From an optimization exercise on the open Yosys and OpenROAD flow, aimed at small area, a short achievable clock period and few clock cycles; shortcuts taken in it are not production practice.
At most, simulation tests tie the RTL to the original design; equivalence was not proved.
The RTL of run 9 was laid out without a check of its function.
No activity file was given, so power comes from the tool's default toggle rates.

==> design/flow/design.v <==
module npk_preview (
    input  wire        clk,
    input  wire        rst,
    input  wire        start,
    input  wire [2:0]  start_frames,     
    input  wire [16:0] start_out,        
    output wire        ready,
    input  wire        ld_valid,
    input  wire [7:0]  ld_data,
    output wire        ld_ready,
    output wire        out_valid,
    output wire [7:0]  out_data,
    input  wire        out_ready,
    output wire        done
);
    reg        ready_q, idle_n;      
    reg        done_q;
    reg        load_r;               
    reg        emit_r;               
    reg        ldr_q, ldr_n;         
    reg [2:0]  frames;
    reg [16:0] outn;                 
    reg [5:0]  lcnt;                 
    reg [5:0]  pos;                  
    wire idle    = ~idle_n;
    wire ldr     = ~ldr_n;
    wire take    = ldr & ld_valid;
    wire go      = idle & start;
    wire lastld  = (lcnt[3:0] == 4'hf) & (lcnt[5:4] == frames[1:0] - 2'd1);
    wire out0    = &outn;            
    wire ldend   = take & lastld;
    reg [7:0]  ring [0:63];
    integer k;
    always @(posedge clk) begin
        ring[0] <= ldr ? ld_data : ring[63];
        for (k = 1; k < 64; k = k + 1)
            ring[k] <= ring[k-1];
    end
    wire [7:0] tap = ring[{pos[5:3], 3'b111}];
    reg [17:0] e;                    
    reg [7:0]  jj;                   
    reg [1:0]  ahead;                
    reg        fpar;                 
    reg [7:0]  bb0, bb1;             
    wire       eneg   = e[17];
    wire       jfst   = (jj[4:0] == 5'd0);
    wire       jend   = jfst & (jj[7:5] == frames);
    wire       have   = (ahead != 2'd0);
    reg        ov_q, ovn;            
    reg [4:0]  od;
    wire oready   = ovn | out_ready;                 
    wire emit_pre = emit_r & eneg & (have | jfst) & ~jend;
    wire settle   = emit_r & ~eneg & (~jj[0] | have);
    wire [12:0] xh   = e[17:5] + {10'd0, frames};
    wire [17:0] x    = {xh, e[4:0]};
    wire        xge  = ~xh[12];
    wire [7:0]  s    = load_r ? {frames, 5'd0} : (eneg ? x[7:0] : e[7:0]);
    wire [17:0] y    = {10'd0, s} + {1'b1, outn} + 18'd1;
    wire [17:0] e_em = xge ? y : x;                  
    wire [17:0] e_st = (settle | load_r) ? y : e;    
    wire        fetch = emit_r & (pos[2:0] == 3'b111) & (ahead != 2'd2);
    wire [7:0] cb   = jj[1] ? bb1 : bb0;
    wire [3:0] nib  = jj[0] ? cb[3:0] : cb[7:4];
    wire [4:0] val  = jfst ? 5'b01111 : {nib, 1'b0};
    wire jinc_st = settle;
    wire jinc_em = emit_pre & xge;
    wire [7:0] jj1 = jj + 8'd1;
    wire [1:0] ah_f = ahead + {1'b0, fetch};
    wire [1:0] ah_fb = ah_f - 2'd1;
    always @(posedge clk) begin
        if (idle) begin
            frames <= start_frames;
            outn   <= ~start_out;
        end
        if (idle) begin
            lcnt <= 6'd0;
            pos  <= 6'd0;
        end else if (load_r) begin
            lcnt <= lcnt + {5'd0, take};
            if (ldend)
                pos <= lcnt;             
            else if (!take)
                pos <= pos + 6'd1;
        end else if (!fetch) begin
            pos <= pos + 6'd1;
        end
        if (load_r) begin
            jj    <= 8'd0;
            ahead <= 2'd0;
            fpar  <= 1'b0;
        end else begin
            if (jinc_st | (jinc_em & oready)) jj <= jj1;
            ahead <= ((jinc_st | (jinc_em & oready)) & jj[0]) ? ah_fb : ah_f;
            if (fetch) begin
                fpar <= ~fpar;
                if (fpar) bb1 <= tap; else bb0 <= tap;
            end
        end
        e <= (emit_pre & oready) ? e_em : e_st;
        if (ldend & load_r)
            od <= 5'b01111;
        else if (oready)
            od <= val;
        if (rst) begin
            ready_q <= 1'b1;
            idle_n  <= 1'b0;
            done_q  <= 1'b0;
            load_r  <= 1'b0;
            emit_r  <= 1'b0;
            ldr_q   <= 1'b0;
            ldr_n   <= 1'b1;
            ov_q    <= 1'b0;
            ovn     <= 1'b1;
        end else begin
            if (ldend & load_r) begin
                ov_q <= ~out0;
                ovn  <= out0;
            end else if (oready) begin
                ov_q <= emit_pre;
                ovn  <= ~emit_pre;
            end
            if (go) begin
                ready_q <= 1'b0;
                idle_n  <= 1'b1;
                done_q  <= (start_frames == 3'd0);
                load_r  <= (start_frames != 3'd0);
                ldr_q   <= (start_frames != 3'd0);
                ldr_n   <= (start_frames == 3'd0);
                emit_r  <= 1'b0;
            end else if (load_r) begin
                if (ldend) begin
                    load_r <= 1'b0;
                    ldr_q  <= 1'b0;
                    ldr_n  <= 1'b1;
                    emit_r <= ~out0;
                    done_q <= out0;
                end else begin
                    ldr_q <= ldr ? take : (pos == 6'd63);
                    ldr_n <= ldr ? ~take : (pos != 6'd63);
                end
            end else if (emit_r) begin
                if (jend & oready) begin
                    emit_r <= 1'b0;
                    done_q <= 1'b1;
                end
            end else if (idle_n) begin
                ready_q <= 1'b1;
                idle_n  <= 1'b0;
                done_q  <= 1'b0;
            end
        end
    end
    assign ready     = ready_q;
    assign done      = done_q;
    assign ld_ready  = ldr_q;
    assign out_valid = ov_q;
    assign out_data  = {od, 3'b000};
endmodule
==> design/flow/flow/run.sh <==
#!/bin/bash
# Layout flow: the standard ORFS flow (the standard.sh) with tighter
# timing-repair targets, plain buffers on the ports and a leaner clock tree.
export SETUP_SLACK_MARGIN=6.5
export BUFFER_PORTS_ARGS="-buffer_cell sky130_fd_sc_hd__buf_2"
export CTS_ARGS="-sink_clustering_enable -repair_clock_nets -dont_use_dummy_load -sink_clustering_size 25 -sink_clustering_max_diameter 100 -buf_list {sky130_fd_sc_hd__clkbuf_16}"
bash standard.sh > standard.log 2>&1
==> design/flow/standard.sh <==
#!/bin/bash
# synth_recipe.tcl (not shown) runs the flow's synth.tcl, then flattens the netlist and writes it again
# the make line also repeats each setting of config.mk as NAME=value (left out here)
make -C /OpenROAD-flow-scripts/flow DESIGN_CONFIG=/design/flow/config.mk WORK_HOME=/design/flow/orfs CLKGATE_MAP_FILE= SYNTH_SCRIPT=/design/flow/synth_recipe.tcl "${@:-finish}"
==> design/flow/config.mk <==
export PLATFORM = sky130hd
export DESIGN_NAME = npk_preview
export DESIGN_NICKNAME = npk_preview
export VERILOG_FILES = /design/flow/design.v
export SDC_FILE = /design/flow/constraint.sdc
export NUM_CORES = 4
export LEC_CHECK = 0
export CAP_MARGIN = 20
export CORE_MARGIN = 2
export CORE_UTILIZATION = 40
export SLEW_MARGIN = 20
==> design/flow/constraint.sdc <==
create_clock -name core_clock -period 10.0 [get_ports {clk}]
set_input_delay 2.0000 -clock core_clock [delete_from_list [all_inputs] [get_ports {clk}]]
set_output_delay 2.0000 -clock core_clock [all_outputs]
set_load 0.01 [all_outputs]
==> results of run 1 <==
logic make-up (layout without fill, tap and decap cells):
kind of cell	Yosys count	in the layout
AOI/OAI and AO/OA	100	100
xor gates and xnor gates	33	33
adders and majority gates	21	21
buffers and inverters	62	109
DFF	603	603
muxes	44	44
other	1	4
and+or+nand+nor	171	171
worst paths after layout:
check / depth (start not counted) / endpoint / slack [ns]
worst max-delay path: 10 / e[9] / 6.72
worst min-delay path: 0 / ring[58][6] / 0.29
worst max register to register: 10 / e[9] / 6.72
worst min register to register: 0 / ring[58][6] / 0.29
sequential cells by signal, indices dropped and copies added (netlist names), 6 cells and up:
signal	count
bb0	8
bb1	8
e	18
jj	8
lcnt	6
outn	17
pos	6
ring	512
what timing repair did:
| item | in CTS | in global routing |
|---|---|---|
| endpoints found under the setup margin | 1 | 7 |
| buffers inserted | 0 | 0 |
| resized for setup | 1 | 2 |
| pin swaps | 0 | 0 |
| endpoints found under the hold margin | 0 | 0 |
| gates cloned | 0 | 0 |
power breakdown:
| part | switching (mW) | internal (mW) | leakage [nW] | total (mW) |
|---|---|---|---|---|
| sequential | 0.0558 | 2.60 | 5.02 | 2.65 |
| combinational | 0.0985 | 0.0793 | 1.35 | 0.178 |
| clock | 0.661 | 0.499 | 0.345 | 1.16 |
| total | 0.815 | 3.17 | 6.71 | 3.99 |
cell type report:
class	count	share of cell area
Multi-Input combinational cell	372	0.162
Antenna cell	1	0.000146
Inverter	34	0.00825
Tap cell	518	0.0378
Sequential cell	603	0.736
Timing Repair Buffer	47	0.0146
Clock buffer	28	0.0409
through the flow:
step | utilization | hold WS (ns) | power [mW] | cells | area, um^2
after floorplan | - | 0.310 | 2.82 | 1037 | 15700
after global placement | 0.425 | 0.310 | 2.87 | 1574 | 16400
after detailed placement | 0.425 | 0.312 | 2.88 | 1574 | 16400
after CTS | 0.443 | 0.285 | 4.04 | 1602 | 17100
after global routing | 0.443 | 0.295 | 4.16 | 1602 | 17100
final | 0.443 | 0.291 | 3.99 | 1603 | 17100
synthesized netlist by cell type, types with 7 or more instances:
cell type,n,area (um^2)
a21oi_1,24,120
and3_1,7,43.8
buf_6,7,78.8
clkbuf_1,13,48.8
dfxtp_1,549,11000
edfxtp_1,54,1620
ha_1,19,238
inv_1,33,124
mux2_2,15,169
mux2i_1,14,140
mux4_2,14,315
nand2_1,45,169
nand2b_1,8,50.1
nand3_1,14,70.1
nand4_1,7,43.8
nor2_1,41,154
nor2b_1,13,81.3
nor3_1,7,35.0
o21ai_0,11,55.1
o21ai_1,16,80.1
o22ai_1,7,43.8
or3_1,8,50.1
xnor2_1,14,123
xor2_1,19,166
critical path: stages (launching register included):
cell and delay, ns:
edfxtp_1 0.51, ha_1 0.28, fa_1 0.45, mux2i_1 0.20, o21ai_0 0.11, ha_1 0.35
a21o_1 0.21, a21oi_1 0.40, a21boi_0 0.19, xnor2_1 0.23, mux2i_1 0.09
layer usage:
layer | up-vias | GRT usage | wire [um]
met3 | 29 | 0.0253 | 1170
met1 | 3358 | 0.163 | 11700
li1 | 3528 | - | -
met2 | 102 | 0.169 | 9440
met4 | 0 | 0.0265 | 451
met5 | - | 0 | 0
==> qor.txt, run 1 <==
proportion of synthesized area in mux cells: 0.0405
Root Buffer: clkbuf_16
post-route clock period utilization: 0.328
Post-CTS Hold Buffers: 0
most common cell after layout, fill and taps aside: dfxtp_1
fillers: 3430
post-synth design cell area: 0.0157 mm^2
post-route ant nets: 0
I/O pin count: 45
Netlist cell types: 66
htree depth: 1
yosys warns: 2
nets: 1140
ys async rst share: 0
commonest cells after routing, fill and taps aside: 549 x dfxtp_1, 54 x edfxtp_1, 45 x nand2_1
worst-case clock buffer depth: 3
status: no timing/DRC/antenna violations
Vias: 7017
Setup CP Type: reg2reg
Post-DP HPWL: 14300 um
gp weighted congestion: 0.807
die span in y: 202 um
final hold violation count: 0
PortBufs: 41
drt initial violations: 281
simple-gate share of the synthesized area: 0.0569
Residual DRC: 0
largest net degree at the start of global routing: 41
Lkg Pwr: 6.71 nW
Place WS: 6.00 ns
beginning of the critical path: frames[0]
Initial Util: 0.406
number of synthesized flops with an enable pin: 54
CTS tree: built
Worst Path Required: 10.28 ns
total CTS buffers: 28
Area growth, synth to finish: 9.27%
routed wire length: 22700 um
Period minus WS final: 3.28 ns
FF-to-FF Start: frames[0]
Crit. End Element: flip-flop
iteration count of the initial detailed-routing pass: 4
Sink Count: 603
largest family of logic cells by synthesized area: simple AND/OR/NAND/NOR gates
Post-Syn Instances: 1035
setup ws final: 6.72 ns
register area share after synthesis: 0.804
worst-path maximum fanout: 5
Clock Latency Late Sink: 0.57 ns
RSZ-0062 raised after global routing: yes
Cell Rows: 72
measured slew at the worst slew-check pin: 0.953 ns
Slew Viols, Final: 0
xor and xnor area share after synthesis: 0.0184
synthesized flop and latch total: 603
PD cells: 233 mW/mm^2
Startpoint Class: flip-flop
area of the multi-input gates: 0.00278 mm^2
first-pass GRT wire length: 36300 um
vias in the first global route: 6724
Seq. cell area: 0.0126 mm^2
final setup TNS: 0 ns
proportion of layout cells with a drive suffix above 1: 0.113
Max Clk Rate: 305 MHz
GRT overflow: 0
CORE AREA: 0.0386 mm^2
worst hold path class: reg2reg
Syn Area/Cell: 15.1 um^2
Synth Area in Adders: 0.0177
worst path arrival time: 3.56 ns
initial antenna violation count: 0
post-synthesis compound-gate area fraction: 0.0416
Vias/cell: 4.38
worst vdd ir: 0.129 mV
die area: 0.0408 mm^2
# setup viols final: 0
Slew Limit Headroom: 0.364
total track usage: 0.112
clk slew on worst S/H paths: 0.10 ns
Layout Skew: 0.0709 ns
max-cap viol count: 0
WL per Instance: 14.2 um
worst hold path startpoint: ring[57][6]
Synth Flop Type: dfxtp_1
Die X: 202 um
Testbench counts, summed over its fixed seeds: cycles 40,390.
==> run 2: changes to the inputs <==
==> design/flow/flow/run.sh (replaced) <==
#!/bin/bash
# Layout flow: the standard ORFS flow (the standard.sh) with tighter
# timing-repair targets, plain buffers on the ports and a leaner clock tree.
export SETUP_SLACK_MARGIN=7
export BUFFER_PORTS_ARGS="-buffer_cell sky130_fd_sc_hd__buf_2"
export CTS_ARGS="-sink_clustering_enable -repair_clock_nets -dont_use_dummy_load -sink_clustering_size 25 -sink_clustering_max_diameter 100 -buf_list {sky130_fd_sc_hd__clkbuf_16}"
bash standard.sh > standard.log 2>&1
==> run 2 against run 1 <==
Combinational power rose by 17%; design area grew 1.5%; maximum frequency up 9.3%; via count increased by 1.0%; still clean; clock power barely moved; final cell count increased by 0.94%; flip-flop and latch count unchanged; global-route usage up 0.20 points.
==> qor.txt, run 2 <==
status: no timing/DRC/antenna violations
RSZ-0062 raised after global routing: yes
DP Area: 0.0164 mm^2
Die X: 202 um
FF-to-FF Start: frames[0]
post-route ant nets: 0
Crit. End Element: output port
yosys warns: 2
Syn Area/Cell: 15.1 um^2
Post-Syn Instances: 1035
commonest cells after routing, fill and taps aside: 540 x dfxtp_1, 54 x edfxtp_1, 45 x nand2_1
die span in y: 202 um
diodes inserted: 0
final setup TNS: 0 ns
largest net degree at the start of global routing: 39
proportion of layout cells with a drive suffix above 1: 0.143
Vias/cell: 4.38
Finished Layout Cells: 1618
Synth Flop Type: dfxtp_1
Sink Count: 603
Worst Reg-to-Reg Cells: 13
final hold violation count: 0
Setup crit end: out_data[6]
Max Clk Rate: 333 MHz
Slew Limit Headroom: 0.465
GRT overflow: 0
worst hold path class: reg2reg
Area growth, synth to finish: 10.9%
CTS tree: built
Residual DRC: 0
gp weighted congestion: 0.779
routed wire length: 23100 um
WL per Instance: 14.3 um
Lkg Pwr: 6.81 nW
I/O pin count: 45
Netlist cell types: 66
Root Buffer: clkbuf_16
htree depth: 1
worst vdd ir: 0.157 mV
Setup CP Type: reg2out
cells taking the most area after synthesis: dfxtp_1 70%, edfxtp_1 10%, mux4_2 2.0%
measured slew at the worst slew-check pin: 0.800 ns
Initial Util: 0.406
beginning of the critical path: od[3]
critical path, cell by cell: buf_6
Slew Viols, Final: 0
die area: 0.0408 mm^2
design area: 0.0174 mm^2
drt initial violations: 285
post-synth top area cell: dfxtp_1
nets: 1156
Most flops, register: ring
synthesized flop and latch total: 603
Period minus WS final: 3.00 ns
# setup viols final: 0
max reg flops: 512
PD cells: 231 mW/mm^2
Post-DP HPWL: 14500 um
most common cell after layout, fill and taps aside: dfxtp_1
register area share after synthesis: 0.804
synth cell count leaders: 549 x dfxtp_1, 54 x edfxtp_1, 45 x nand2_1
setup ws final: 7.00 ns
post-synth design cell area: 0.0157 mm^2
Worst Path Required: 8.00 ns
r2r endpoint: e[16]
Largest regs: ring: 512 flops, e: 18 flops, outn: 17 flops
max-cap viol count: 0
CORE AREA: 0.0386 mm^2
Clock Latency Late Sink: 0.58 ns
family with the most delay on the worst path: flip-flops
Startpoint Class: flip-flop
worst-path maximum fanout: 2
total power: 4.01 mW
PortBufs: 41
Post-CTS Hold Buffers: 0
count leader, synth: dfxtp_1
placed cells: 1575
total track usage: 0.114
CP bufs+invs: 1
Cell Rows: 72
Layout Skew: 0.0710 ns
initial antenna violation count: 0
number of synthesized flops with an enable pin: 54
post-route clock period utilization: 0.300
Yosys top cell area share: 0.701
Vias: 7087
first-pass GRT wire length: 37100 um
vias in the first global route: 6916
ys async rst share: 0
Place WS: 6.06 ns
clk slew on worst S/H paths: 0.09 ns
Crit path depth: 1
worst path arrival time: 1.00 ns
reg-to-reg slack, setup: 7.10 ns
worst-case clock buffer depth: 3
critical-path cell with the highest stage delay: dfxtp_4
Max stage delay on crit path: 0.37 ns
total CTS buffers: 28
iteration count of the initial detailed-routing pass: 4
-- run 2: cell counts after synthesis --
No cell type changed its count.
-- run 2: cell families (layout without fill, tap and decap cells) --
kind of cell | count (synthesis) | in the layout | share of synthesized area
other | 1 | 3 | 0.000239
buffers and inverters | 62 | 124 | 0.0203
XOR/XNOR | 33 | 33 | 0.0184
AND/OR/NAND/NOR | 171 | 171 | 0.0569
AO/OA/AOI/OAI | 100 | 101 | 0.0416
flip-flops | 603 | 603 | 0.804
multiplexers | 44 | 44 | 0.0405
adder cells (fa/ha/maj) | 21 | 21 | 0.0177
-- run 2: area by class of cell --
class                      instances  area (um^2)
timing repair buffer              62          419
inverter                          34          141
fill                            3430        21300
sequential                       603        12600
clock buffer                      28          701
tap                              518          648
multi-input combinational        373         2850
-- run 2: worst min-delay path by stage --
stage | startpoint | endpoint | slack [ns] | cells after the start
global route | ring[43][4] | ring[44][4] | 0.26 | 0
detailed placement | ring[32][6] | ring[33][6] | 0.31 | 0
global placement | ring[11][0] | ring[12][0] | 0.31 | 0
finish | ring[17][1] | ring[18][1] | 0.27 | 0
CTS | ring[43][3] | ring[44][3] | 0.27 | 0
floorplan | ring[9][0] | ring[10][0] | 0.31 | 0
-- run 2: per-layer routing --
layer,share of wire,vias up,global-route usage
li1,-,3566,-
met1,0.51,3389,0.165
met2,0.43,96,0.176
met3,0.037,36,0.0182
met4,0.026,0,0.0320
met5,0,-,0
-- run 2: repair_timing --
action | CTS | global route
setup buffers | 7 | 7
cloned | 0 | 1
endpoints found under the setup margin | 32 | 20
gates resized for setup | 28 | 8
pin swaps | 2 | 5
-- run 2: report_power, final --
part / switching [mW] / leakage, nW / internal [mW]
sequential: 0.0512 / 5.02 / 2.60
clock: 0.659 / 0.345 / 0.498
combinational: 0.113 / 1.45 / 0.0958
total: 0.823 / 6.81 / 3.19
-- run 2: per-stage QoR --
stage | util | hold slack (ns)
after detailed placement | 0.425 | 0.312
after global routing | 0.450 | 0.263
after global placement | 0.425 | 0.310
after CTS | 0.448 | 0.265
after floorplan | - | 0.310
final | 0.450 | 0.268
==> run 3: changes to the inputs <==
--- a/design/flow/config.mk
+++ b/design/flow/config.mk
@@ -8,4 +8,4 @@
 export CAP_MARGIN = 20
 export CORE_MARGIN = 2
-export CORE_UTILIZATION = 40
+export CORE_UTILIZATION = 60
 export SLEW_MARGIN = 20
==> run 3 against run 2 <==
First-iteration DRC count rose by 35%; die area is 33% lower; still clean on timing, DRC and antenna; design area is 1.6% lower.
==> qor.txt, run 3 <==
ys async rst share: 0
Finished Layout Cells: 1429
area of the multi-input gates: 0.00284 mm^2
register area share after synthesis: 0.804
worst-case clock buffer depth: 3
Layout Skew: 0.0540 ns
final setup TNS: 0 ns
Root Buffer: clkbuf_16
post-synth design cell area: 0.0157 mm^2
worst-path maximum fanout: 5
Sink Count: 603
Most flops, register: ring
placed cells: 1391
worst vdd ir: 0.223 mV
Max Clk Rate: 329 MHz
final hold violation count: 0
WL per Instance: 15.7 um
Residual DRC: 0
worst hold path class: reg2reg
cells taking the most area after synthesis: dfxtp_1 70%, edfxtp_1 10%, mux4_2 2.0%
Syn Area/Cell: 15.1 um^2
number of synthesized flops with an enable pin: 54
Seq. cell area: 0.0126 mm^2
proportion of synthesized area in mux cells: 0.0405
Vias/cell: 4.96
Area growth, synth to finish: 9.12%
Slew Viols, Final: 0
post-route ant nets: 0
CTS tree: built
Final Util: 0.662
xor and xnor area share after synthesis: 0.0184
Slew Limit Headroom: 0.360
Startpoint Class: flip-flop
GRT overflow: 0
largest net degree at the start of global routing: 35
clk slew on worst S/H paths: 0.10 ns
commonest cells after routing, fill and taps aside: 540 x dfxtp_1, 54 x edfxtp_1, 44 x nand2_1
PD cells: 235 mW/mm^2
total power: 4.01 mW
Setup CP Type: reg2reg
post-synthesis compound-gate area fraction: 0.0416
total track usage: 0.166
Clock Latency Late Sink: 0.58 ns
status: no timing/DRC/antenna violations
htree depth: 1
total CTS buffers: 28
Synth Area in Adders: 0.0177
Netlist cell types: 66
yosys warns: 2
post-synth top area cell: dfxtp_1
highest metal used: met4
Vias: 7081
Synth Flop Type: dfxtp_1
setup ws final: 6.96 ns
synth cell count leaders: 549 x dfxtp_1, 54 x edfxtp_1, 45 x nand2_1
max-cap viol count: 0
max reg flops: 512
PortBufs: 41
metal3 WL: 809 um
most common cell after layout, fill and taps aside: dfxtp_1
Worst Path Required: 10.29 ns
Initial Util: 0.607
worst path arrival time: 3.33 ns
initial antenna violation count: 0
M1 WL: 10900 um
CORE AREA: 0.0258 mm^2
measured slew at the worst slew-check pin: 0.959 ns
count leader, synth: dfxtp_1
Post-Syn Instances: 1035
Crit. End Element: flip-flop
nets: 1150
die area: 0.0274 mm^2
gp weighted congestion: 0.772
fillers: 1902
first-pass GRT wire length: 36500 um
proportion of layout cells with a drive suffix above 1: 0.138
RSZ-0062 raised after global routing: yes
largest family of logic cells by synthesized area: simple AND/OR/NAND/NOR gates
Place WS: 6.07 ns
routed wire length: 22500 um
Largest regs: ring: 512 flops, e: 18 flops, outn: 17 flops
iteration count of the initial detailed-routing pass: 4
Period minus WS final: 3.04 ns
simple-gate share of the synthesized area: 0.0569
drt initial violations: 385
die span in y: 166 um
# setup viols final: 0
Lkg Pwr: 6.80 nW
Post-DP HPWL: 14300 um
Yosys top cell area share: 0.701
Die X: 166 um
WL met2: 10100 um
synthesized flop and latch total: 603
reg-to-reg slack, setup: 6.96 ns
post-route clock period utilization: 0.304
vias in the first global route: 7097
diodes inserted: 0
I/O pin count: 45
Cell Rows: 59
## run 3: cells by family after synthesis
| family | Yosys count |
|---|---|
| XOR/XNOR | 33 |
| other | 1 |
| multiplexers | 44 |
| AND/OR/NAND/NOR | 171 |
| buffers and inverters | 62 |
| flip-flops | 603 |
| adder cells (fa/ha/maj) | 21 |
| AO/OA/AOI/OAI | 100 |
## run 3: worst paths after layout
path,from,end,cells past startpoint
worst max-delay path,frames[0],e[10],14
worst min-delay path,ring[1][2],ring[2][2],0
worst max register to register,frames[0],e[10],14
worst min register to register,ring[1][2],ring[2][2],0
## run 3: repair_timing
| action | in CTS | in global routing |
|---|---|---|
| setup buffers | 3 | 7 |
| gates resized for setup | 31 | 7 |
| hold buffers | 0 | 0 |
| pin swaps | 2 | 4 |
| endpoints found under the setup margin | 32 | 23 |
## run 3: area by class of cell
class / instances / area share
clock buffer: 28 / 0.0410
timing repair buffer: 57 / 0.0225
inverter: 34 / 0.00826
tap: 335 / 0.0245
multi-input combinational: 372 / 0.166
sequential: 603 / 0.738
## run 3: through the flow
stage / hold slack (ns) / instance area (um^2)
floorplan: 0.310 / 15700
global placement: 0.309 / 16200
detailed placement: 0.312 / 16200
CTS: 0.275 / 17000
global route: 0.269 / 17100
finish: 0.272 / 17100
## run 3: critical path, stage by stage (launching register included)
cell and delay [ns]:
edfxtp_1 0.43, ha_2 0.22, fa_2 0.37, xnor2_2 0.18, nor2_1 0.06, a21oi_1 0.11, o21ai_1 0.10, ha_1 0.37
nand2_2 0.07, o21a_1 0.21, a31oi_4 0.23, buf_4 0.16, nand3_2 0.07, xor2_1 0.14, o21ai_1 0.08
## run 3: per-layer routing
metal,vias up,GRT usage
met4,0,0.0510
met2,84,0.261
li1,3539,-
met5,-,0
met1,3422,0.240
met3,36,0.0272
## run 3: power breakdown
part	switching, mW	total (mW)	internal [mW]
logic	0.108	0.210	0.102
registers	0.0561	2.65	2.60
clock network	0.653	1.15	0.498
==> run 4: changes to the inputs <==
--- a/design/flow/config.mk
+++ b/design/flow/config.mk
@@ -8,4 +8,6 @@
 export CAP_MARGIN = 20
 export CORE_MARGIN = 2
-export CORE_UTILIZATION = 60
+export CORE_UTILIZATION = 45
+export GPL_ROUTABILITY_DRIVEN = 0
+export PLACE_DENSITY = 0.7
 export SLEW_MARGIN = 20
==> run 4 against run 3 <==
Still clean on timing, DRC and antenna; combinational power is essentially flat; total power grew 0.26%; final cell count grew 8.6%; via count is essentially flat; critical path depth shrank 13; global-route usage shrank 4.0 points; sequential power is essentially flat; synthesized cell count is the same; maximum frequency grew 0.74%; clock skew grew 0.00092 ns; flip-flop and latch count is the same.
==> qor.txt, run 4 <==
status: no timing/DRC/antenna violations
Max Clk Rate: 332 MHz
max-cap viol count: 0
ys async rst share: 0
Clock Latency Late Sink: 0.57 ns
PortBufs: 41
Syn Area/Cell: 15.1 um^2
area of the multi-input gates: 0.00285 mm^2
max reg flops: 512
Die X: 191 um
worst vdd ir: 0.143 mV
initial antenna violation count: 0
Residual DRC: 0
setup ws final: 6.99 ns
Lkg Pwr: 6.80 nW
Hold WS: 0.292 ns
post-route ant nets: 0
Crit path depth: 1
Crit. End Element: output port
first-pass GRT wire length: 36100 um
Final Util: 0.502
Netlist cell types: 66
Root Buffer: clkbuf_16
CTS tree: built
drt initial violations: 376
Max stage delay on crit path: 0.37 ns
post-synth design cell area: 0.0157 mm^2
die area: 0.0364 mm^2
synthesized flop and latch total: 603
Top Usage Layer GRT: met2
Synth Flop Type: dfxtp_1
total track usage: 0.126
htree depth: 1
Worst Path Required: 8.00 ns
Sink Count: 603
measured slew at the worst slew-check pin: 0.922 ns
Post-CTS Hold Buffers: 0
yosys warns: 2
post-synth top area cell: dfxtp_1
met2 Resource Use GR: 0.198
commonest cells after routing, fill and taps aside: 540 x dfxtp_1, 54 x edfxtp_1, 44 x nand2_1
Vias/cell: 4.56
number of synthesized flops with an enable pin: 54
largest net degree at the start of global routing: 39
Area growth, synth to finish: 10.3%
worst path arrival time: 1.01 ns
worst hold path class: reg2reg
Setup CP Type: reg2out
count leader, synth: dfxtp_1
most common cell after layout, fill and taps aside: dfxtp_1
WL per Instance: 14.4 um
synth cell count leaders: 549 x dfxtp_1, 54 x edfxtp_1, 45 x nand2_1
total CTS buffers: 28
met1 Use GR: 0.179
GRT overflow: 0
Initial Util: 0.455
Post-DP HPWL: 14100 um
nets: 1153
worst-path maximum fanout: 2
Post-Syn Instances: 1035
post-route clock period utilization: 0.301
Place WS: 6.11 ns
PD cells: 233 mW/mm^2
final setup TNS: 0 ns
RSZ-0062 raised after global routing: yes
Layout Skew: 0.0549 ns
I/O pin count: 45
die span in y: 191 um
Most flops, register: ring
proportion of layout cells with a drive suffix above 1: 0.143
Worst Reg-to-Reg Cells: 13
fillers: 2897
family with the most delay on the worst path: flip-flops
clk slew on worst S/H paths: 0.09 ns
Slew Limit Headroom: 0.385
critical-path cell with the highest stage delay: dfxtp_4
Cell Rows: 68
diodes inserted: 0
Period minus WS final: 3.01 ns
routed wire length: 22400 um
register area share after synthesis: 0.804
Largest regs: ring: 512 flops, e: 18 flops, outn: 17 flops
vias in the first global route: 6858
Yosys top cell area share: 0.701
iteration count of the initial detailed-routing pass: 4
CP bufs+invs: 1
Seq. cell area: 0.0126 mm^2
total power: 4.02 mW
worst-case clock buffer depth: 3
CORE AREA: 0.0345 mm^2
critical path, cell by cell: buf_6
met3 GRT Util: 0.0232
Vias: 7083
Hold Path Depth: 0
# setup viols final: 0
Slew Viols, Final: 0
Startpoint Class: flip-flop
final hold violation count: 0
cells taking the most area after synthesis: dfxtp_1 70%, edfxtp_1 10%, mux4_2 2.0%
-- run 4: cell counts after synthesis --
No cell type changed its count.
-- run 4: cell type report --
cell class                      instances  area share
Clock buffer                           28      0.0405
Inverter                               34     0.00817
Sequential cell                       603       0.730
Multi-Input combinational cell        372       0.165
Timing Repair Buffer                   60      0.0234
Tap cell                              455      0.0329
-- run 4: metal layers --
metal	part of all wire	vias up
met5	0	-
met4	0.021	0
met3	0.040	40
met2	0.44	95
met1	0.50	3395
li1	-	3553
-- run 4: power by group --
part | switching [mW] | internal, mW
combinational | 0.111 | 0.103
sequential | 0.0561 | 2.60
clock | 0.660 | 0.499
-- run 4: logic make-up after synthesis --
kind of cell | share of synthesized area
AND/OR/NAND/NOR | 0.0569
AO/OA/AOI/OAI | 0.0416
other | 0.000239
buffers and inverters | 0.0203
multiplexers | 0.0405
XOR/XNOR | 0.0184
flip-flops | 0.804
adder cells (fa/ha/maj) | 0.0177
-- run 4: per-stage QoR --
| stage | std cells | area, um^2 |
|---|---|---|
| 2_1_floorplan | 1037 | 15700 |
| 3_3_place_gp | 1511 | 16400 |
| 3_5_place_dp | 1511 | 16400 |
| 4_1_cts | 1543 | 17200 |
| 5_1_grt | 1552 | 17300 |
| 6_report | 1552 | 17300 |
-- run 4: path summary, 6_finish.rpt --
check | endpoint | from | slack, ns
min reg2reg | ring[23][6] | ring[22][6] | 0.29
max reg2reg | e[16] | e[5] | 7.07
min | ring[23][6] | ring[22][6] | 0.29
max | out_data[6] | od[3] | 6.99
-- run 4: timing repair --
| item | 4_1_cts | 5_1_grt |
|---|---|---|
| setup buffers | 4 | 9 |
| pin swaps | 2 | 11 |
| setup endpoints to repair | 32 | 23 |
| gates resized for setup | 28 | 11 |
| endpoints found under the hold margin | 0 | 0 |
==> run 5: changes to the inputs <==
==> design/flow/config.mk (replaced) <==
export PLATFORM = sky130hd
export DESIGN_NAME = npk_preview
export DESIGN_NICKNAME = npk_preview
export VERILOG_FILES = /design/flow/design.v
export SDC_FILE = /design/flow/constraint.sdc
export NUM_CORES = 4
export LEC_CHECK = 0
export CAP_MARGIN = 0
export CORE_MARGIN = 2
export CORE_UTILIZATION = 40
export SLEW_MARGIN = 0
==> run 5 against run 4 <==
Synthesized cell count unchanged; maximum frequency up 0.33%; routed wire length up 2.9%; clock skew up 0.016 ns; non-clock buffer count up 2; design area up 0.56%; critical path depth unchanged.
==> qor.txt, run 5 <==
status: no timing/DRC/antenna violations
highest metal used: met4
worst-path maximum fanout: 2
Residual DRC: 0
commonest cells after routing, fill and taps aside: 540 x dfxtp_1, 54 x edfxtp_1, 45 x nand2_1
Most flops, register: ring
Sink Count: 603
vias in the first global route: 6916
total CTS buffers: 28
worst path arrival time: 1.00 ns
# setup viols final: 0
critical path, cell by cell: buf_6
Slew Viols, Final: 0
nets: 1156
routed wire length: 23100 um
Max Clk Rate: 333 MHz
worst-case clock buffer depth: 3
max reg flops: 512
critical-path cell with the highest stage delay: dfxtp_4
iteration count of the initial detailed-routing pass: 4
gp weighted congestion: 0.779
Slew Limit Headroom: 0.465
Vias/cell: 4.38
WL per Instance: 14.3 um
die span in y: 202 um
worst vdd ir: 0.157 mV
metal3 WL: 851 um
post-synth design cell area: 0.0157 mm^2
Post-DP HPWL: 14500 um
cells taking the most area after synthesis: dfxtp_1 70%, edfxtp_1 10%, mux4_2 2.0%
I/O pin count: 45
Layout Skew: 0.0710 ns
Cell Rows: 72
PortBufs: 41
Flop pwr share: 0.660
Clock Latency Late Sink: 0.58 ns
Largest regs: ring: 512 flops, e: 18 flops, outn: 17 flops
WL met2: 9840 um
diodes inserted: 0
yosys warns: 2
Initial Util: 0.406
post-synth top area cell: dfxtp_1
synthesized flop and latch total: 603
number of synthesized flops with an enable pin: 54
post-route ant nets: 0
worst hold path class: reg2reg
Max stage delay on crit path: 0.37 ns
Period minus WS final: 3.00 ns
Die X: 202 um
area of the multi-input gates: 0.00285 mm^2
Seq. cell area: 0.0126 mm^2
first-pass GRT wire length: 37100 um
PD cells: 231 mW/mm^2
GRT overflow: 0
most common cell after layout, fill and taps aside: dfxtp_1
htree depth: 1
CP bufs+invs: 1
clock network power share: 0.288
largest net degree at the start of global routing: 39
Vias: 7087
family with the most delay on the worst path: flip-flops
max-cap viol count: 0
count leader, synth: dfxtp_1
total track usage: 0.114
final hold violation count: 0
ys async rst share: 0
internal power: 3.19 mW
Setup CP Type: reg2out
proportion of layout cells with a drive suffix above 1: 0.143
Yosys top cell area share: 0.701
drt initial violations: 285
Area growth, synth to finish: 10.9%
Netlist cell types: 66
Psw: 823 uW
Net Sw Frac: 0.205
CORE AREA: 0.0386 mm^2
Post-CTS Hold Buffers: 0
Post-Syn Instances: 1035
RSZ-0062 raised after global routing: yes
Comb pwr share: 0.052
CTS tree: built
post-route clock period utilization: 0.300
Root Buffer: clkbuf_16
register area share after synthesis: 0.804
Synth Flop Type: dfxtp_1
die area: 0.0408 mm^2
initial antenna violation count: 0
Worst Path Required: 8.00 ns
final setup TNS: 0 ns
fillers: 3430
measured slew at the worst slew-check pin: 0.800 ns
Startpoint Class: flip-flop
M1 WL: 11800 um
Lkg Pwr: 6.81 nW
Crit. End Element: output port
synth cell count leaders: 549 x dfxtp_1, 54 x edfxtp_1, 45 x nand2_1
Syn Area/Cell: 15.1 um^2
clk slew on worst S/H paths: 0.09 ns
Hold WS: 0.268 ns
-- run 5: changes by cell type in the layout (fill, tap and decap cells not counted), sizes merged --
cell   previous run  this run
buf              60        62
a41oi             1         2
-- run 5: timing repair --
item,CTS,global route
hold endpoints to repair,0,0
pin swaps,2,5
endpoints found under the setup margin,32,20
cloned,0,1
setup buffers,7,7
gates resized for setup,28,8
-- run 5: kinds of logic (layout without fill, tap and decap cells) --
family / Yosys count / in the layout / synth area share
and+or+nand+nor: 171 / 171 / 0.0569
other: 1 / 3 / 0.000239
AOI/OAI and AO/OA: 100 / 101 / 0.0416
buffers and inverters: 62 / 124 / 0.0203
muxes: 44 / 44 / 0.0405
adders and majority gates: 21 / 21 / 0.0177
DFF: 603 / 603 / 0.804
xor gates and xnor gates: 33 / 33 / 0.0184
-- run 5: layout make-up --
| class | instances | area share |
|---|---|---|
| clock buffer | 28 | 0.0403 |
| inverter | 34 | 0.00813 |
| multi-input combinational | 373 | 0.164 |
| timing repair buffer | 62 | 0.0241 |
| tap | 518 | 0.0373 |
| sequential | 603 | 0.726 |
-- run 5: path summary, 6_finish.rpt --
| check | startpoint | end | slack, ns | cells past startpoint |
|---|---|---|---|---|
| worst max-delay path | od[3] | out_data[6] | 7.00 | 1 |
| worst max register to register | frames[0] | e[16] | 7.10 | 13 |
| worst min register to register | ring[17][1] | ring[18][1] | 0.27 | 0 |
| worst min-delay path | ring[17][1] | ring[18][1] | 0.27 | 0 |
-- run 5: metrics by stage --
step                      power (mW)  setup WS (ns)  utilization  area (um^2)  instances
after floorplan                 2.82           6.91            -        15700       1037
after global placement          2.88           6.08        0.425        16400       1575
after detailed placement        2.88           6.06        0.425        16400       1575
after CTS                       4.06           6.96        0.448        17300       1610
after global routing            4.19           6.91        0.450        17400       1618
final                           4.01           7.00        0.450        17400       1618
-- run 5: power groups by stage --
stage | registers [mW] | logic, mW | clock network (mW)
after CTS | 2.65 | 0.199 | 1.21
final | 2.65 | 0.209 | 1.16
after global placement | 2.70 | 0.175 | 0
after global routing | 2.67 | 0.232 | 1.29
after floorplan | 2.68 | 0.135 | 0
after detailed placement | 2.70 | 0.180 | 0
-- run 5: routing by layer --
| layer | vias up | global-route usage |
|---|---|---|
| li1 | 3566 | - |
| met1 | 3389 | 0.165 |
| met2 | 96 | 0.176 |
| met3 | 36 | 0.0182 |
| met4 | 0 | 0.0320 |
| met5 | - | 0 |
==> run 6: changes to the inputs <==
==> design/flow/flow/run.sh (replaced) <==
#!/bin/bash
# Layout flow: the standard ORFS flow (the standard.sh) with tighter
# timing-repair targets, plain buffers on the ports and a leaner clock tree.
export SETUP_SLACK_MARGIN=7
export BUFFER_PORTS_ARGS="-buffer_cell sky130_fd_sc_hd__buf_1"
export CTS_ARGS="-sink_clustering_enable -repair_clock_nets -dont_use_dummy_load -sink_clustering_size 25 -sink_clustering_max_diameter 100 -buf_list {sky130_fd_sc_hd__clkbuf_16}"
bash standard.sh > standard.log 2>&1
--- a/design/flow/config.mk
+++ b/design/flow/config.mk
@@ -6,6 +6,6 @@
 export NUM_CORES = 4
 export LEC_CHECK = 0
-export CAP_MARGIN = 0
+export CAP_MARGIN = 20
 export CORE_MARGIN = 2
 export CORE_UTILIZATION = 40
-export SLEW_MARGIN = 0
+export SLEW_MARGIN = 20
==> run 6 against run 5 <==
First-iteration DRC count rose by 4.2%; synthesized area did not move; synthesized cell count did not move; non-clock buffer count rose by 6; core utilization barely moved; final cell count rose by 0.31%; combinational power rose by 9%; total power rose by 0.51%; design area barely moved; clock power barely moved; largest power group unchanged.
==> qor.txt, run 6 <==
PD cells: 232 mW/mm^2
Die X: 202 um
count leader, synth: dfxtp_1
Startpoint Class: flip-flop
htree depth: 1
Synth Flop Type: dfxtp_1
commonest cells after routing, fill and taps aside: 540 x dfxtp_1, 54 x edfxtp_1, 45 x nand2_1
Layout Skew: 0.0678 ns
die span in y: 202 um
measured slew at the worst slew-check pin: 0.717 ns
gp weighted congestion: 0.794
fillers: 3420
total CTS buffers: 28
proportion of layout cells with a drive suffix above 1: 0.119
most common cell after layout, fill and taps aside: dfxtp_1
Post-DP HPWL: 14300 um
ys async rst share: 0
post-synth top area cell: dfxtp_1
Area growth, synth to finish: 11.0%
post-route ant nets: 0
clk slew on worst S/H paths: 0.10 ns
Slew Limit Headroom: 0.520
Netlist cell types: 66
Lkg Pwr: 6.77 nW
number of synthesized flops with an enable pin: 54
Vias: 7087
critical path, cell by cell: buf_6
final hold violation count: 0
Root Buffer: clkbuf_16
critical-path cell with the highest stage delay: dfxtp_2
synth cell count leaders: 549 x dfxtp_1, 54 x edfxtp_1, 45 x nand2_1
Seq. cell area: 0.0126 mm^2
Hold WS: 0.274 ns
register area share after synthesis: 0.804
Sink Count: 603
GRT overflow: 0
die area: 0.0408 mm^2
Most flops, register: ring
worst path arrival time: 1.00 ns
worst-path maximum fanout: 2
CORE AREA: 0.0386 mm^2
iteration count of the initial detailed-routing pass: 4
routed wire length: 22700 um
family with the most delay on the worst path: flip-flops
Syn Area/Cell: 15.1 um^2
nets: 1161
Period minus WS final: 3.00 ns
worst hold path class: reg2reg
largest net degree at the start of global routing: 39
Vias/cell: 4.37
max-cap viol count: 0
diodes inserted: 0
Post-Syn Instances: 1035
total track usage: 0.114
cells taking the most area after synthesis: dfxtp_1 70%, edfxtp_1 10%, mux4_2 2.0%
max reg flops: 512
Worst Path Required: 8.00 ns
Cell Rows: 72
final setup TNS: 0 ns
Initial Util: 0.406
Clock Latency Late Sink: 0.58 ns
Max Clk Rate: 333 MHz
RSZ-0062 raised after global routing: yes
Residual DRC: 0
Yosys top cell area share: 0.701
WL per Instance: 14.0 um
post-synth design cell area: 0.0157 mm^2
Crit. End Element: output port
CTS tree: built
post-route clock period utilization: 0.300
area of the multi-input gates: 0.00284 mm^2
PortBufs: 41
status: no timing/DRC/antenna violations
Setup CP Type: reg2out
# setup viols final: 0
I/O pin count: 45
vias in the first global route: 7008
initial antenna violation count: 0
synthesized flop and latch total: 603
first-pass GRT wire length: 37600 um
yosys warns: 2
CP bufs+invs: 1
worst vdd ir: 0.150 mV
Slew Viols, Final: 0
worst-case clock buffer depth: 3
drt initial violations: 297
Max stage delay on crit path: 0.37 ns
Largest regs: ring: 512 flops, e: 18 flops, outn: 17 flops
## run 6: cell count changes in the layout (fill, tap and decap cells not counted), sizes merged
cell and change:
a41oi -1, buf +6
## run 6: final timing paths
path	startpoint	to	slack, ns	cells after the start
worst min register to register	ring[18][1]	ring[19][1]	0.27	0
worst min-delay path	ring[18][1]	ring[19][1]	0.27	0
worst max-delay path	ldr_q	ld_ready	7.00	1
worst max register to register	e[5]	e[16]	7.09	13
## run 6: power breakdown
group	total, mW	internal [mW]	leakage [nW]	switching, mW
clock network	1.16	0.499	0.345	0.662
registers	2.65	2.60	5.02	0.0509
logic	0.227	0.110	1.40	0.117
total	4.03	3.20	6.77	0.829
## run 6: area by class of cell
class	count	area share
inverter	34	0.00812
tap	518	0.0372
clock buffer	28	0.0402
timing repair buffer	68	0.0259
multi-input combinational	372	0.163
sequential	603	0.726
## run 6: metal layers
metal	vias up	track usage	share of wire	wire length (um)
met3	36	0.0176	0.040	900
met5	-	0	0	0
met2	114	0.175	0.43	9650
met1	3356	0.169	0.51	11600
li1	3581	-	-	-
met4	0	0.0305	0.024	540
## run 6: timing repair
item	4_1_cts	5_1_grt
buffers inserted	12	8
resized for setup	37	14
pin swaps	3	7
endpoints found under the setup margin	34	31
hold buffers	0	0
## run 6: kinds of logic (layout without fill, tap and decap cells)
kind of cell,after synthesis,after routing,share of synthesized area
compound gates,100,100,0.0416
xor+xnor,33,33,0.0184
fa+ha+maj,21,21,0.0177
buf+inv,62,130,0.0203
flops,603,603,0.804
mux,44,44,0.0405
other cells,1,3,0.000239
simple gates,171,171,0.0569
## run 6: stage by stage
step	instance area [um^2]	power (mW)	setup slack, ns	cells	util
final	17400	4.03	7.00	1623	0.450
after global placement	16400	2.87	6.03	1575	0.424
after CTS	17300	4.07	6.97	1615	0.447
after detailed placement	16400	2.88	6.00	1575	0.424
after floorplan	15700	2.82	6.91	1037	-
after global routing	17400	4.22	6.88	1623	0.450
==> run 7: changes to the inputs <==
==> design/flow/flow/run.sh (replaced) <==
#!/bin/bash
# Layout flow: the standard ORFS flow (the standard.sh) with tighter
# timing-repair targets, plain buffers on the ports and a leaner clock tree.
export SETUP_SLACK_MARGIN=7
export BUFFER_PORTS_ARGS="-buffer_cell sky130_fd_sc_hd__buf_1"
export CTS_ARGS="-sink_clustering_enable -repair_clock_nets -dont_use_dummy_load -sink_clustering_size 16 -sink_clustering_max_diameter 60 -buf_list {sky130_fd_sc_hd__clkbuf_8}"
bash standard.sh > standard.log 2>&1
==> run 7 against run 6 <==
Synthesized cell count unchanged; combinational power up 6%; final cell count up 1.2%; register-to-register slack worse by 0.03 ns; core utilization down 0.11 points; sequential power about the same; non-clock buffer count up 1; global-route usage up 0.20 points; first-iteration DRC count down 2.0%; synthesized area unchanged; clock power down 6%; design area down 0.24%; critical endpoint is now out_data[6]; highest routed layer unchanged.
==> qor.txt, run 7 <==
Period minus WS final: 3.04 ns
die area: 0.0408 mm^2
Slew Limit Headroom: 0.521
Cell Rows: 72
Worst Path Required: 8.00 ns
critical path, cell by cell: buf_6
Place WS: 6.00 ns
internal power: 3.13 mW
register area share after synthesis: 0.804
commonest cells after routing, fill and taps aside: 540 x dfxtp_1, 54 x edfxtp_1, 47 x clkbuf_8
synthesized flop and latch total: 603
Post-Syn Instances: 1035
count leader, synth: dfxtp_1
max reg flops: 512
Finished Layout Cells: 1643
drt initial violations: 291
simple-gate share of the synthesized area: 0.0569
fillers: 3418
Most flops, register: ring
Vias/cell: 4.38
Yosys top cell area share: 0.701
yosys warns: 2
initial antenna violation count: 0
measured slew at the worst slew-check pin: 0.716 ns
worst-case clock buffer depth: 3
htree depth: 2
CP bufs+invs: 1
total CTS buffers: 47
family with the most delay on the worst path: flip-flops
Hold WS: 0.296 ns
final hold violation count: 0
Syn Area/Cell: 15.1 um^2
worst hold path class: reg2reg
Initial Util: 0.406
RSZ-0062 raised after global routing: yes
post-route ant nets: 0
largest family of logic cells by synthesized area: simple AND/OR/NAND/NOR gates
FF-to-FF Start: e[5]
placed cells: 1575
post-synth top area cell: dfxtp_1
Lkg Pwr: 6.76 nW
first-pass GRT wire length: 37600 um
Layout Skew: 0.0771 ns
total power: 3.98 mW
I/O pin count: 45
vias in the first global route: 7139
synth cell count leaders: 549 x dfxtp_1, 54 x edfxtp_1, 45 x nand2_1
Largest regs: ring: 512 flops, e: 18 flops, outn: 17 flops
Residual DRC: 0
Sink Count: 603
WL per Instance: 14.0 um
number of synthesized flops with an enable pin: 54
Setup CP Type: reg2out
PD cells: 229 mW/mm^2
Psw: 844 uW
max-cap viol count: 0
cells taking the most area after synthesis: dfxtp_1 70%, edfxtp_1 10%, mux4_2 2.0%
xor and xnor area share after synthesis: 0.0184
Max stage delay on crit path: 0.37 ns
CTS tree: built
die span in y: 202 um
ys async rst share: 0
Vias: 7203
post-synthesis compound-gate area fraction: 0.0416
Clock Latency Late Sink: 0.61 ns
PortBufs: 41
most common cell after layout, fill and taps aside: dfxtp_1
clk slew on worst S/H paths: 0.09 ns
Post-DP HPWL: 14300 um
largest net degree at the start of global routing: 39
critical-path cell with the highest stage delay: dfxtp_4
Max Clk Rate: 329 MHz
Flop pwr share: 0.665
status: no timing/DRC/antenna violations
worst vdd ir: 0.116 mV
proportion of layout cells with a drive suffix above 1: 0.138
diodes inserted: 0
beginning of the critical path: od[3]
post-synth design cell area: 0.0157 mm^2
final setup TNS: 0 ns
design area: 0.0174 mm^2
worst hold path startpoint: ring[45][3]
gp weighted congestion: 0.794
Startpoint Class: flip-flop
Slew Viols, Final: 0
Root Buffer: clkbuf_8
proportion of synthesized area in mux cells: 0.0405
Synth Area in Adders: 0.0177
Synth Flop Type: dfxtp_1
Comb pwr share: 0.061
iteration count of the initial detailed-routing pass: 4
routed wire length: 23100 um
GRT overflow: 0
# setup viols final: 0
Area growth, synth to finish: 10.8%
worst path arrival time: 1.04 ns
post-route clock period utilization: 0.304
Die X: 202 um
nets: 1181
worst-path maximum fanout: 2
CORE AREA: 0.0386 mm^2
DP Area: 0.0164 mm^2
Netlist cell types: 66
total track usage: 0.116
setup ws final: 6.96 ns
Net Sw Frac: 0.212
clock network power share: 0.274
Crit. End Element: output port
Final Util: 0.449
==> run 7: layout make-up <==
cell class              instances  area [um^2]  share of cell area
flip-flops and latches        603        12600               0.727
multi-input cells             372         2860               0.164
well taps                     518          648              0.0373
clock buffers                  47          647              0.0372
repair buffers                 69          444              0.0256
inverters                      34          141             0.00814
==> run 7: logic make-up (layout without fill, tap and decap cells) <==
logic type | after synthesis | after routing
AOI/OAI and AO/OA | 100 | 100
and+or+nand+nor | 171 | 171
other | 1 | 3
DFF | 603 | 603
buffers and inverters | 62 | 150
muxes | 44 | 44
xor gates and xnor gates | 33 | 33
adders and majority gates | 21 | 21
==> run 7: layer usage <==
metal,routed length [um],vias to the layer above,GRT usage
li1,-,3609,-
met5,0,-,0
met2,9770,125,0.174
met4,590,0,0.0407
met3,1110,47,0.0272
met1,11600,3422,0.165
==> run 7: timing repair <==
| action | in CTS | in global routing |
|---|---|---|
| gates resized for setup | 39 | 14 |
| hold buffers | 0 | 0 |
| pin swaps | 3 | 13 |
| setup buffers | 11 | 10 |
| setup endpoints to repair | 32 | 27 |
==> run 7: worst paths after layout <==
| check | slack, ns | depth (start not counted) | endpoint |
|---|---|---|---|
| setup / recovery | 6.96 | 1 | out_data[6] |
| hold / removal | 0.30 | 0 | ring[46][3] |
| setup reg to reg | 7.06 | 13 | e[16] |
| hold reg to reg | 0.30 | 0 | ring[46][3] |
==> run 7: power groups by stage <==
| stage | Clock [mW] | Combinational (mW) | Sequential, mW |
|---|---|---|---|
| 3_5_place_dp | 0 | 0.177 | 2.70 |
| 6_report | 1.09 | 0.241 | 2.65 |
| 3_3_place_gp | 0 | 0.172 | 2.70 |
| 4_1_cts | 1.15 | 0.214 | 2.65 |
| 2_1_floorplan | 0 | 0.135 | 2.68 |
| 5_1_grt | 1.24 | 0.266 | 2.66 |
==> run 8: changes to the inputs <==
==> design/flow/flow/run.sh (replaced) <==
#!/bin/bash
# Layout flow: the standard ORFS flow (the standard.sh) with tighter
# timing-repair targets, plain buffers on the ports and a leaner clock tree.
export SETUP_SLACK_MARGIN=7
export BUFFER_PORTS_ARGS="-buffer_cell sky130_fd_sc_hd__buf_1"
export CTS_ARGS="-sink_clustering_enable -repair_clock_nets -dont_use_dummy_load -sink_clustering_size 10 -sink_clustering_max_diameter 50 -buf_list {sky130_fd_sc_hd__clkbuf_4 sky130_fd_sc_hd__clkbuf_16}"
bash standard.sh > standard.log 2>&1
==> run 8 against run 7 <==
Clock power rose by about 90%; largest power group unchanged; maximum frequency rose by 1.3%; via count is 2.7% higher.
==> qor.txt, run 8 <==
I/O pin count: 45
Post-Syn Instances: 1035
yosys warns: 2
post-synthesis compound-gate area fraction: 0.0416
worst hold path class: reg2reg
FF-to-FF Start: e[5]
Max Clk Rate: 333 MHz
Comb pwr share: 0.047
Setup CP Type: reg2out
Slew Limit Headroom: 0.525
# setup viols final: 0
r2r endpoint: e[16]
Crit path depth: 1
Most flops, register: ring
largest net degree at the start of global routing: 39
critical path, cell by cell: buf_6
Syn Area/Cell: 15.1 um^2
CP bufs+invs: 1
Post-DP HPWL: 14300 um
Layout Skew: 0.0592 ns
initial antenna violation count: 0
worst vdd ir: 0.150 mV
synth cell count leaders: 549 x dfxtp_1, 54 x edfxtp_1, 45 x nand2_1
max reg flops: 512
post-route clock period utilization: 0.300
Crit. End Element: output port
drt initial violations: 328
total track usage: 0.122
worst hold path startpoint: ring[58][3]
cells taking the most area after synthesis: dfxtp_1 70%, edfxtp_1 10%, mux4_2 2.0%
commonest cells after routing, fill and taps aside: 540 x dfxtp_1, 72 x clkbuf_16, 54 x edfxtp_1
post-synth design cell area: 0.0157 mm^2
Largest regs: ring: 512 flops, e: 18 flops, outn: 17 flops
die area: 0.0408 mm^2
final hold violation count: 0
clk slew on worst S/H paths: 0.05 ns
Net Sw Frac: 0.199
DP Area: 0.0164 mm^2
routed wire length: 23900 um
design area: 0.0185 mm^2
register area share after synthesis: 0.804
critical-path cell with the highest stage delay: dfxtp_4
RSZ-0062 raised after global routing: yes
Root Buffer: clkbuf_16
Worst Path Required: 8.00 ns
PD cells: 268 mW/mm^2
proportion of layout cells with a drive suffix above 1: 0.155
count leader, synth: dfxtp_1
Psw: 986 uW
synthesized flop and latch total: 603
Max stage delay on crit path: 0.35 ns
Synth Flop Type: dfxtp_1
Area growth, synth to finish: 18.1%
beginning of the critical path: od[3]
Cell Rows: 72
Flop pwr share: 0.536
gp weighted congestion: 0.794
xor and xnor area share after synthesis: 0.0184
Post-CTS Hold Buffers: 0
PortBufs: 41
Period minus WS final: 3.00 ns
Netlist cell types: 66
Vias: 7396
worst-path maximum fanout: 2
most common cell after layout, fill and taps aside: dfxtp_1
Lkg Pwr: 7.32 nW
internal power: 3.97 mW
CORE AREA: 0.0386 mm^2
Slew Viols, Final: 0
proportion of synthesized area in mux cells: 0.0405
number of synthesized flops with an enable pin: 54
total CTS buffers: 72
worst-case clock buffer depth: 3
ys async rst share: 0
measured slew at the worst slew-check pin: 0.710 ns
vias in the first global route: 7544
Yosys top cell area share: 0.701
Vias/cell: 4.43
max-cap viol count: 0
Setup crit end: out_data[6]
met2 Resource Use GR: 0.182
post-synth top area cell: dfxtp_1
largest family of logic cells by synthesized area: simple AND/OR/NAND/NOR gates
status: no timing/DRC/antenna violations
WL per Instance: 14.3 um
diodes inserted: 0
post-route ant nets: 0
CTS tree: built
Sink Count: 603
met1 Use GR: 0.169
reg-to-reg slack, setup: 7.09 ns
Startpoint Class: flip-flop
GRT overflow: 0
Clock Latency Late Sink: 0.56 ns
Residual DRC: 0
Top Usage Layer GRT: met2
first-pass GRT wire length: 39200 um
simple-gate share of the synthesized area: 0.0569
worst path arrival time: 1.00 ns
die span in y: 202 um
Initial Util: 0.406
Die X: 202 um
clock network power share: 0.418
Worst Reg-to-Reg Cells: 13
Synth Area in Adders: 0.0177
iteration count of the initial detailed-routing pass: 4
met3 GRT Util: 0.0277
final setup TNS: 0 ns
family with the most delay on the worst path: flip-flops
htree depth: 3
nets: 1208
run 8: cell counts after synthesis:
No cell type changed its count.
run 8: worst min-delay path by stage:
stage,endpoint,cells after the start
2_1_floorplan,ring[10][0],0
3_3_place_gp,ring[7][0],0
6_report,ring[59][3],0
3_5_place_dp,ring[15][5],0
4_1_cts,ring[3][3],0
5_1_grt,ring[59][3],0
run 8: power by group through the flow:
stage | clock [mW] | sequential [mW] | combinational [mW]
after floorplan | 0 | 2.68 | 0.135
after global placement | 0 | 2.70 | 0.172
after CTS | 2.14 | 2.66 | 0.208
final | 2.07 | 2.66 | 0.231
after global routing | 2.24 | 2.67 | 0.255
after detailed placement | 0 | 2.70 | 0.177
run 8: kinds of logic (layout without fill, tap and decap cells):
| family | count (synthesis) | count (layout) |
|---|---|---|
| AOI/OAI and AO/OA | 100 | 100 |
| DFF | 603 | 603 |
| other | 1 | 3 |
| xor gates and xnor gates | 33 | 33 |
| adders and majority gates | 21 | 21 |
| buffers and inverters | 62 | 177 |
| and+or+nand+nor | 171 | 171 |
| muxes | 44 | 44 |
run 8: through the flow:
step	utilization	cells	hold WS [ns]	setup slack, ns	power, mW
after global placement	0.424	1575	0.310	6.03	2.87
after CTS	0.475	1657	0.297	6.96	5.01
after detailed placement	0.424	1575	0.312	6.00	2.88
final	0.479	1670	0.289	7.00	4.96
after global routing	0.479	1670	0.296	6.89	5.16
after floorplan	-	1037	0.310	6.91	2.82
run 8: cell type report:
class | count | area, um^2
fill | 3313 | 20100
sequential | 603 | 12600
multi-input combinational | 372 | 2840
clock buffer | 72 | 1800
tap | 518 | 648
timing repair buffer | 71 | 453
inverter | 34 | 141
run 8: repair_timing:
item                                    CTS  global route
pin swaps                                 3            10
setup buffers                            10            13
endpoints found under the hold margin     0             0
resized for setup                        30            20
endpoints found under the setup margin   34            33
run 8: metal layers:
layer / vias to the layer above / wire length [um]
met5: - / 0
met4: 0 / 731
met3: 62 / 1030
met2: 130 / 10400
met1: 3530 / 11800
li1: 3674 / -
==> run 9: changes to the inputs <==
--- a/design/flow/design.v
+++ b/design/flow/design.v
@@ -37,5 +37,5 @@
             ring[k] <= ring[k-1];
     end
-    wire [7:0] tap = ring[{pos[5:3], 3'b111}];
+    wire [7:0] tap = ring[{pos[5:4], 4'b1111}];
     reg [17:0] e;                    
     reg [7:0]  jj;                   
@@ -59,5 +59,5 @@
     wire [17:0] e_em = xge ? y : x;                  
     wire [17:0] e_st = (settle | load_r) ? y : e;    
-    wire        fetch = emit_r & (pos[2:0] == 3'b111) & (ahead != 2'd2);
+    wire        fetch = emit_r & (pos[3:0] == 4'b1111) & (ahead != 2'd2);
     wire [7:0] cb   = jj[1] ? bb1 : bb0;
     wire [3:0] nib  = jj[0] ? cb[3:0] : cb[7:4];
==> design/flow/flow/run.sh (replaced) <==
#!/bin/bash
# Layout flow: the standard ORFS flow (the standard.sh) with tighter
# timing-repair targets, plain buffers on the ports and a leaner clock tree.
export SETUP_SLACK_MARGIN=7
export BUFFER_PORTS_ARGS="-buffer_cell sky130_fd_sc_hd__buf_2"
export CTS_ARGS="-sink_clustering_enable -repair_clock_nets -dont_use_dummy_load -sink_clustering_size 25 -sink_clustering_max_diameter 100 -buf_list {sky130_fd_sc_hd__clkbuf_16}"
bash standard.sh > standard.log 2>&1
==> run 9 against run 8 <==
Register-to-register slack lost 0.04 ns; combinational power shrank 22%; design area shrank 7.6%; global-route usage shrank 1.5 points; core utilization shrank 2.5 points; critical path depth is the same; routed wire length shrank 12%; sequential power shrank 2%; clock skew shrank 0.028 ns; total power shrank 21%; critical path type unchanged; clock power shrank 44%.
==> qor.txt, run 9 <==
Post-DP HPWL: 13000 um
Synth Flop Type: dfxtp_1
Crit. End Element: output port
iteration count of the initial detailed-routing pass: 4
htree depth: 1
critical-path cell with the highest stage delay: dfxtp_2
critical path, cell by cell: buf_6
Vias: 6773
Most flops, register: ring
Hold Path Depth: 0
max reg flops: 512
worst path arrival time: 1.03 ns
Area growth, synth to finish: 11.7%
most common cell after layout, fill and taps aside: dfxtp_1
Lkg Pwr: 6.64 nW
post-synthesis compound-gate area fraction: 0.0394
initial antenna violation count: 0
Synth Area in Adders: 0.0173
DP Area: 0.0162 mm^2
post-route clock period utilization: 0.303
M1 WL: 10900 um
Post-CTS Hold Buffers: 0
Worst Path Required: 8.00 ns
Initial Util: 0.407
Sink Count: 603
routed wire length: 21000 um
Root Buffer: clkbuf_16
final setup TNS: 0 ns
vias in the first global route: 6583
I/O pin count: 45
proportion of synthesized area in mux cells: 0.0295
Place WS: 6.38 ns
post-synth top area cell: dfxtp_1
setup ws final: 6.97 ns
family with the most delay on the worst path: flip-flops
status: no timing/DRC/antenna violations
xor and xnor area share after synthesis: 0.0217
first-pass GRT wire length: 33800 um
Layout Skew: 0.0315 ns
synthesized flop and latch total: 603
CTS tree: built
Largest regs: ring: 512 flops, e: 18 flops, outn: 17 flops
simple-gate share of the synthesized area: 0.0549
diodes inserted: 0
Die X: 200 um
clk slew on worst S/H paths: 0.10 ns
max-cap viol count: 0
worst-case clock buffer depth: 3
proportion of layout cells with a drive suffix above 1: 0.143
Max stage delay on crit path: 0.37 ns
count leader, synth: dfxtp_1
largest net degree at the start of global routing: 39
total track usage: 0.107
metal3 WL: 674 um
ys async rst share: 0
worst vdd ir: 0.137 mV
synth cell count leaders: 549 x dfxtp_1, 54 x edfxtp_1, 47 x nor2_1
nets: 1117
Yosys top cell area share: 0.717
die span in y: 200 um
post-synth design cell area: 0.0153 mm^2
Netlist cell types: 63
highest metal used: met4
CORE AREA: 0.0377 mm^2
commonest cells after routing, fill and taps aside: 540 x dfxtp_1, 54 x edfxtp_1, 46 x nor2_1
worst hold path class: reg2reg
cells taking the most area after synthesis: dfxtp_1 72%, edfxtp_1 11%, mux4_2 1.8%
worst-path maximum fanout: 2
Residual DRC: 0
Cell Rows: 71
gp weighted congestion: 0.762
measured slew at the worst slew-check pin: 0.924 ns
Vias/cell: 4.31
yosys warns: 2
Period minus WS final: 3.03 ns
Slew Limit Headroom: 0.383
Setup CP Type: reg2out
largest family of logic cells by synthesized area: simple AND/OR/NAND/NOR gates
WL met2: 8940 um
Crit path depth: 1
GRT overflow: 0
number of synthesized flops with an enable pin: 54
# setup viols final: 0
design area: 0.0171 mm^2
Syn Area/Cell: 15.3 um^2
register area share after synthesis: 0.823
Startpoint Class: flip-flop
RSZ-0062 raised after global routing: yes
Worst Reg-to-Reg Cells: 10
PD cells: 230 mW/mm^2
post-route ant nets: 0
final hold violation count: 0
Clock Latency Late Sink: 0.56 ns
Post-Syn Instances: 999
WL per Instance: 13.3 um
CP bufs+invs: 1
total CTS buffers: 28
die area: 0.0399 mm^2
Slew Viols, Final: 0
drt initial violations: 271
PortBufs: 41
Max Clk Rate: 331 MHz
run 9: cell families after synthesis:
kind of cell,after synthesis
mux,29
flops,603
xor+xnor,38
other cells,1
fa+ha+maj,20
buf+inv,49
simple gates,168
compound gates,91
run 9: path summary, 6_finish.rpt:
check | from | endpoint | slack, ns
setup / recovery | ldr_q | ld_ready | 6.97
hold / removal | ring[52][7] | ring[53][7] | 0.29
setup reg to reg | frames[0] | e[13] | 7.05
hold reg to reg | ring[52][7] | ring[53][7] | 0.29
run 9: cell type report:
class	count	area, um^2
sequential	603	12600
inverter	29	109
fill	3332	20600
tap	511	639
multi-input combinational	349	2680
clock buffer	28	701
timing repair buffer	53	355
run 9: layer usage:
metal | GRT usage | up-vias
met5 | 0 | -
met4 | 0.0305 | 0
met3 | 0.0186 | 34
met2 | 0.162 | 83
met1 | 0.158 | 3236
li1 | - | 3420
run 9: what timing repair did:
item / CTS / global route
cloned: 0 / 0
resized for setup: 32 / 16
setup endpoints to repair: 19 / 26
endpoints found under the hold margin: 0 / 0
buffers inserted: 6 / 4
pin swaps: 2 / 6
run 9: stage by stage:
stage               power, mW  utilization  hold slack, ns  instances
global route             4.10        0.454           0.293       1573
CTS                      3.97        0.451           0.287       1569
detailed placement       2.80        0.429           0.312       1535
global placement         2.79        0.429           0.310       1535
finish                   3.94        0.454           0.292       1573
floorplan                2.75            -           0.310       1001
run 9: power by group:
part / internal, mW / switching [mW] / total, mW
Clock: 0.499 / 0.663 / 1.16
Combinational: 0.0861 / 0.0938 / 0.180
Sequential: 2.56 / 0.0413 / 2.60

==> re-timing with driven ports <==
Ports are ideal in the flow. The routed layouts listed here were re-timed in OpenROAD.
Step 1 assumes that a clkbuf_16 drives the clock port and a buf_2 every other input.
Step 2, shift: input delay + t, output delay - t, t = (earliest + latest rising clock arrival at the registers) / 2. This alone moves slack from input paths to output paths.
Three values: ideal, step 1, step 2; two values: the first two.
run | t, ns | setup slack, ns | hold slack, ns
run 1 | 0.592 | 6.716 / 6.716 / 6.337 | 0.291 / 0.291 / 0.291
run 2 | 0.598 | 6.995 / 6.946 / 6.477 | 0.268 / 0.268 / 0.268
run 3 | 0.595 | 6.963 / 6.920 / 6.502 | 0.272 / 0.272 / 0.272
run 4 | 0.593 | 6.985 / 6.936 / 6.507 | 0.292 / 0.292 / 0.292
run 5 | 0.598 | 6.995 / 6.946 / 6.477 | 0.268 / 0.268 / 0.268
run 6 | 0.599 | 6.997 / 6.947 / 6.412 | 0.274 / 0.274 / 0.274
run 7 | 0.610 | 6.959 / 6.912 / 6.424 | 0.296 / 0.296 / 0.296
run 8 | 0.578 | 6.999 / 6.949 / 6.442 | 0.289 / 0.289 / 0.289
run 9 | 0.591 | 6.975 / 6.926 / 6.436 | 0.292 / 0.292 / 0.292
After both steps setup and hold are still met in every run listed. The setup slack of run 6, which loses most, moves by -0.050 ns with the drivers and by -0.585 ns with both steps.
